From an optimization exercise on the open Yosys and OpenROAD flow, aimed at small area; shortcuts taken in it are not production practice.
Where RTL was checked, it was by simulation tests only, not by an equivalence proof against the original.
Power figures rest on the tool's default switching activity, not on a simulated workload. No driver is modelled on the clock port, so clocking that relies on it looks cheaper here than on a real chip.

==> flow/design.v (excerpt) <==
module ow_slave (
    input  wire       clk,
    input  wire       rst,
    input  wire       ow_in,
    output wire       ow_oe,
    input  wire       h_valid,
    input  wire [3:0] h_op,
    input  wire [7:0] h_a,
    input  wire [7:0] h_b,
    output reg        h_ack,
    output reg        h_ok,
    output reg  [7:0] h_rdata,
    output wire       busy,
    output wire       crit,
    output wire [2:0] err,
    output wire [7:0] err_cmd,
    output wire       od,
    output wire       attached,
    output wire       dispatched,
    output wire [3:0] phase,
    output wire [2:0] bt
);
Size: ~58 I/O pins.
==> flow/config.mk <==
export PLATFORM = sky130hd
export DESIGN_NAME = ow_slave
export DESIGN_NICKNAME = ow_slave
export VERILOG_FILES = /design/flow/design.v
export SDC_FILE = /design/flow/constraint.sdc
export NUM_CORES = 4
export LEC_CHECK = 0
export CAP_MARGIN = 20
export CORE_MARGIN = 2
export CORE_UTILIZATION = 40
export CTS_BUF_LIST = sky130_fd_sc_hd__clkbuf_16
export CTS_CLUSTER_DIAMETER = 100
export CTS_CLUSTER_SIZE = 30
export PLACE_DENSITY = 0.6
export SLEW_MARGIN = 20
export SYNTH_HIERARCHICAL = 1
==> flow/constraint.sdc <==
create_clock -name core_clock -period 12.0 [get_ports {clk}]
set_input_delay 2.4000 -clock core_clock [delete_from_list [all_inputs] [get_ports {clk}]]
set_output_delay 2.4000 -clock core_clock [all_outputs]
set_load 0.01 [all_outputs]
standard.sh (not shown) runs the stock make flow with config.mk's settings and CLKGATE_MAP_FILE= SYNTH_SCRIPT=/design/flow/synth_recipe.tcl, a recipe that flattens the netlist after the stock synthesis.
==> flow/flow/run.sh <==
#!/bin/bash
# The standard layout (standard.sh), with the port buffers made of the
# smallest buffer cell instead of the default choice. ORFS's output goes to
# standard.log in this folder.
set -euo pipefail
bash standard.sh "BUFFER_PORTS_ARGS=-buffer_cell sky130_fd_sc_hd__buf_1" finish > standard.log 2>&1
The first run completed without violations.
Edit:
==> flow/run.sh (new file) <==
#!/bin/bash
# synth_recipe.tcl (not shown) runs the flow's synth.tcl, then flattens the netlist and writes it again
# the make line also repeats each setting of config.mk as NAME=value (left out here)
make -C /OpenROAD-flow-scripts/flow DESIGN_CONFIG=/design/flow/config.mk WORK_HOME=/design/flow/orfs CLKGATE_MAP_FILE= SYNTH_SCRIPT=/design/flow/synth_recipe.tcl finish
removed: flow/flow/run.sh
removed: flow/standard.sh
Via count is higher by 0.39%.
Routed wire length increases by 0.67%.
Power goes up by 1.2%.
Area after synthesis stays the same.
Sequential share of layout area is lower by 0.71 points.


## JK
ow_slave, a different RTL version from the one above (not shown whole).
Size: roughly 2300 cells after synthesis, ~58 I/O pins, roughly 41000 sq um of cells after synthesis.
export LEC_CHECK = 0
export CAP_MARGIN = 20
export CORE_MARGIN = 2
export CORE_UTILIZATION = 70
export CTS_BUF_LIST = sky130_fd_sc_hd__clkbuf_16
export CTS_CLUSTER_DIAMETER = 100
export CTS_CLUSTER_SIZE = 30
export PLACE_DENSITY = 0.85
export SLEW_MARGIN = 20
export SYNTH_HIERARCHICAL = 1
create_clock -name core_clock -period 12.0 [get_ports {clk}]
==> flow/flow/run.sh <==
#!/bin/bash
# The standard layout (standard.sh), with the port buffers made of the
# smallest buffer cell instead of the default choice. ORFS's output goes to
# standard.log in this folder.
set -euo pipefail
bash standard.sh "BUFFER_PORTS_ARGS=-buffer_cell sky130_fd_sc_hd__buf_1" finish > standard.log 2>&1
Per the final summary, JK finished and its layout is clean on timing, DRC and antenna.
--- input diff JK..MS ---
- a change of PLACE_DENSITY from 0.85 to 0.8
- a change of CORE_UTILIZATION from 70 to 65
[summary]
| proportion of cell area occupied by multi-input gates | JK vs MS | ≈ equal |
MS vs. JK: share of power burned in the clock network went up by 0.3 points.
Arrival time at the worst endpoint: MS vs JK — no meaningful difference
Re growth of design area from synthesis to finish: MS is 0.29 points up on JK.
MS vs. JK: logic depth of the worst register-to-register path grew by 1; share of the cycle needed by the critical path after routing held steady.


ow_slave, a different RTL version from the one above (not shown whole).
Size in the first run: roughly 2600 cells after synthesis, ~58 I/O pins, ~43000 µm² of cells after synthesis.
export LEC_CHECK = 0
export CAP_MARGIN = 20
export CORE_MARGIN = 2
export CORE_UTILIZATION = 40
export CTS_BUF_LIST = sky130_fd_sc_hd__clkbuf_8
export CTS_CLUSTER_SIZE = 30
export PLACE_DENSITY = 0.6
export SLEW_MARGIN = 20
export SYNTH_HIERARCHICAL = 1
create_clock -name core_clock -period 12.0 [get_ports {clk}]
run.sh (not shown) runs the stock make flow with config.mk's settings and CLKGATE_MAP_FILE= SYNTH_SCRIPT=/design/flow/synth_recipe.tcl, a recipe that flattens the netlist after the stock synthesis.
Stock flow here: none of the scripts above is used.
Rerun with:
CTS_BUF_LIST = not set   (was sky130_fd_sc_hd__clkbuf_8)
CTS_CLUSTER_SIZE = not set   (was 30)
Clock power rises by roughly a tenth.
Via count decreases slightly.
Critical path depth rose by 4.


Setup of willow:
ow_slave, a different RTL version from the one above (not shown whole).
Size in the first run: roughly 2,500 cells after synthesis, about 1,100 flip-flops, roughly 58 I/O pins, about 0.042 mm^2 of cells after synthesis.
clock: 12.0 ns
lec_check: 0
cap_margin: 0
core_margin: 2
core_utilization: 40
cts_buf_list: sky130_fd_sc_hd__clkbuf_16
cts_cluster_diameter: 120
cts_cluster_size: 20
place_density: 0.6
slew_margin: 0
synth_hierarchical: 1
Input-level comparison between sierra and willow:
Settings: CTS_CLUSTER_SIZE: 20 -> 25; CAP_MARGIN: 0 -> 20; SLEW_MARGIN: 0 -> 20; CTS_CLUSTER_DIAMETER: 120 -> 100.
Results
Between sierra and willow, internal power contribution is lower for sierra, willow comes in above that.
Wire length on met3: willow vs sierra — no meaningful difference
Max final worst setup slack across sierra and willow: willow
[compare] base=willow new=sierra: maximum frequency shows no meaningful change; number of non-filler instances in the completed layout shows no meaningful change.
No run of this note included a check of the RTL's function; only the layout flow was run.


ow_slave, a different RTL version from the one above (not shown whole).
Size: about 2500 cells after synthesis, ~1100 flip-flops, about 58 I/O pins, about 42000 sq um of cells after synthesis.
export LEC_CHECK = 0
export CAP_MARGIN = 20
export CORE_MARGIN = 2
export CORE_UTILIZATION = 40
export CTS_BUF_LIST = sky130_fd_sc_hd__clkbuf_16
export CTS_CLUSTER_DIAMETER = 100
export CTS_CLUSTER_SIZE = 25
export PLACE_DENSITY = 0.6
export SLEW_MARGIN = 20
export SYNTH_HIERARCHICAL = 1
create_clock -name core_clock -period 12.0 [get_ports {clk}]
standard.sh (not shown) runs the stock make flow with config.mk's settings and CLKGATE_MAP_FILE= SYNTH_SCRIPT=/design/flow/synth_recipe.tcl, a recipe that flattens the netlist after the stock synthesis.
Scripts as last shown in full above: flow/flow/run.sh
Change:
==> flow/run.sh (new file) <==
#!/bin/bash
# synth_recipe.tcl (not shown) runs the flow's synth.tcl, then flattens the netlist and writes it again
# the make line also repeats each setting of config.mk as NAME=value (left out here)
make -C /OpenROAD-flow-scripts/flow DESIGN_CONFIG=/design/flow/config.mk WORK_HOME=/design/flow/orfs CLKGATE_MAP_FILE= SYNTH_SCRIPT=/design/flow/synth_recipe.tcl finish
removed: flow/flow/run.sh
removed: flow/standard.sh
Outcome: Global-route usage came out higher by 0.16 points. Wire length went up by 0.52%. Combinational power increases by about 1%. Setup slack degrades by 850 ps. Clock power stays flat. Power is about the same. Count of clock-buffer cells in the layout falls by 2. Design area climbs by 0.70%. Die area does not change. Fmax goes down by 7.9%.


== lane 2 ==
RTL: one of the versions met above, not the one the previous note started from.
Size in the first run: roughly 58 I/O pins, ~41000 um2 of cells after synthesis.
clock: 12.0 ns
lec_check: 0
cap_margin: 20
core_margin: 2
core_utilization: 65
cts_buf_list: sky130_fd_sc_hd__clkbuf_16
cts_cluster_diameter: 100
cts_cluster_size: 30
place_density: 0.8
slew_margin: 20
synth_hierarchical: 1
run.sh (not shown) runs the stock make flow with config.mk's settings and CLKGATE_MAP_FILE= SYNTH_SCRIPT=/design/flow/synth_recipe.tcl, a recipe that flattens the netlist after the stock synthesis.
Stock flow here: none of the scripts above is used.
The final layout from lane 2, which completed every stage, passed the timing, DRC and antenna checks at the end of the flow.
diff inputs: lane 2 => lane 3
Settings: swapping 0.8 for 0.85 in PLACE_DENSITY; swapping 65 for 70 in CORE_UTILIZATION.
==> flow/flow/run.sh (new file) <==
#!/bin/bash
# The standard layout (standard.sh), with two changes: the port buffers
# are made of the smallest buffer cell instead of the default choice, and
# clock tree synthesis (same buffer and clustering settings as config.mk)
# adds no dummy loads. ORFS's output goes to standard.log in this folder.
set -euo pipefail
bash standard.sh \
  "BUFFER_PORTS_ARGS=-buffer_cell sky130_fd_sc_hd__buf_1" \
  "CTS_ARGS=-sink_clustering_enable -repair_clock_nets -sink_clustering_size 30 -sink_clustering_max_diameter 100 -buf_list sky130_fd_sc_hd__clkbuf_16 -dont_use_dummy_load" \
  finish > standard.log 2>&1
==> flow/standard.sh (new file) <==
#!/bin/bash
# synth_recipe.tcl (not shown) runs the flow's synth.tcl, then flattens the netlist and writes it again
# the make line also repeats each setting of config.mk as NAME=value (left out here)
make -C /OpenROAD-flow-scripts/flow DESIGN_CONFIG=/design/flow/config.mk WORK_HOME=/design/flow/orfs CLKGATE_MAP_FILE= SYNTH_SCRIPT=/design/flow/synth_recipe.tcl "${@:-finish}"
removed: flow/run.sh
## What came out
[compare] base=lane 2 new=lane 3: net switching share of the total power went down 0.25 points, relative slew slack went up 1.9 points, sequential share of layout area has increased, amount of wire on met3 after detailed routing up 1.7 mm, setup slack saw an increase.
Lane 3 finished every stage and its layout cleared the timing, DRC and antenna checks.
Lane 3 reports its uppermost layer routed as met4 while lane 2 reports met5.
Area of the die for lane 3 is lower than for lane 2.

-- port drivers added, routing unchanged --
In the flow no input, the clock included, has a driving cell. The finished layouts below were timed again as built, in two steps.
Step 1, drivers: a clkbuf_16 drives clk and a buf_2 each remaining input, both assumed.
Step 2, shift: input delay + t, output delay - t, t = (earliest + latest rising clock arrival at the registers) / 2. This alone moves slack from input paths to output paths.
a / b / c = no drivers / after step 1 / after step 2; a / b = the first two.
| run | t (ns) | slack for setup (ns) | worst setup path after step 2 |
|---|---|---|---|
| the first run of note 1 | 0.692 | 1.583 / 1.559 / 1.559 | input to output |
| the second run of note 1 | 0.693 | 0.980 / 0.953 / 0.953 | input to output |
| JK | 0.682 | 1.933 / 1.851 / 1.851 | input to output |
| MS | 0.673 | 1.915 / 1.891 / 1.891 | input to output |
| the first run of note 3 | 0.883 | 1.398 / 1.190 / 1.190 | input to output |
| the second run of note 3 | 0.740 | 1.393 / 1.271 / 1.271 | input to output |
| willow | 0.736 | 0.970 / 0.940 / 0.940 | input to output |
| sierra | 0.716 | 0.967 / 0.942 / 0.942 | input to output |
| the first run of note 5 | 0.718 | 2.010 / 1.975 / 1.975 | input to output |
| the second run of note 5 | 0.710 | 1.155 / 1.125 / 1.125 | input to output |
| lane 2 | 0.682 | 1.170 / 1.144 / 1.144 | input to output |
| lane 3 | 0.658 | 1.996 / 1.963 / 1.963 | input to output |
After both steps every run listed still meets setup and hold. The setup slack of the first run of note 3, which loses most, moves by -0.208 ns with the drivers and by -0.208 ns with both steps.
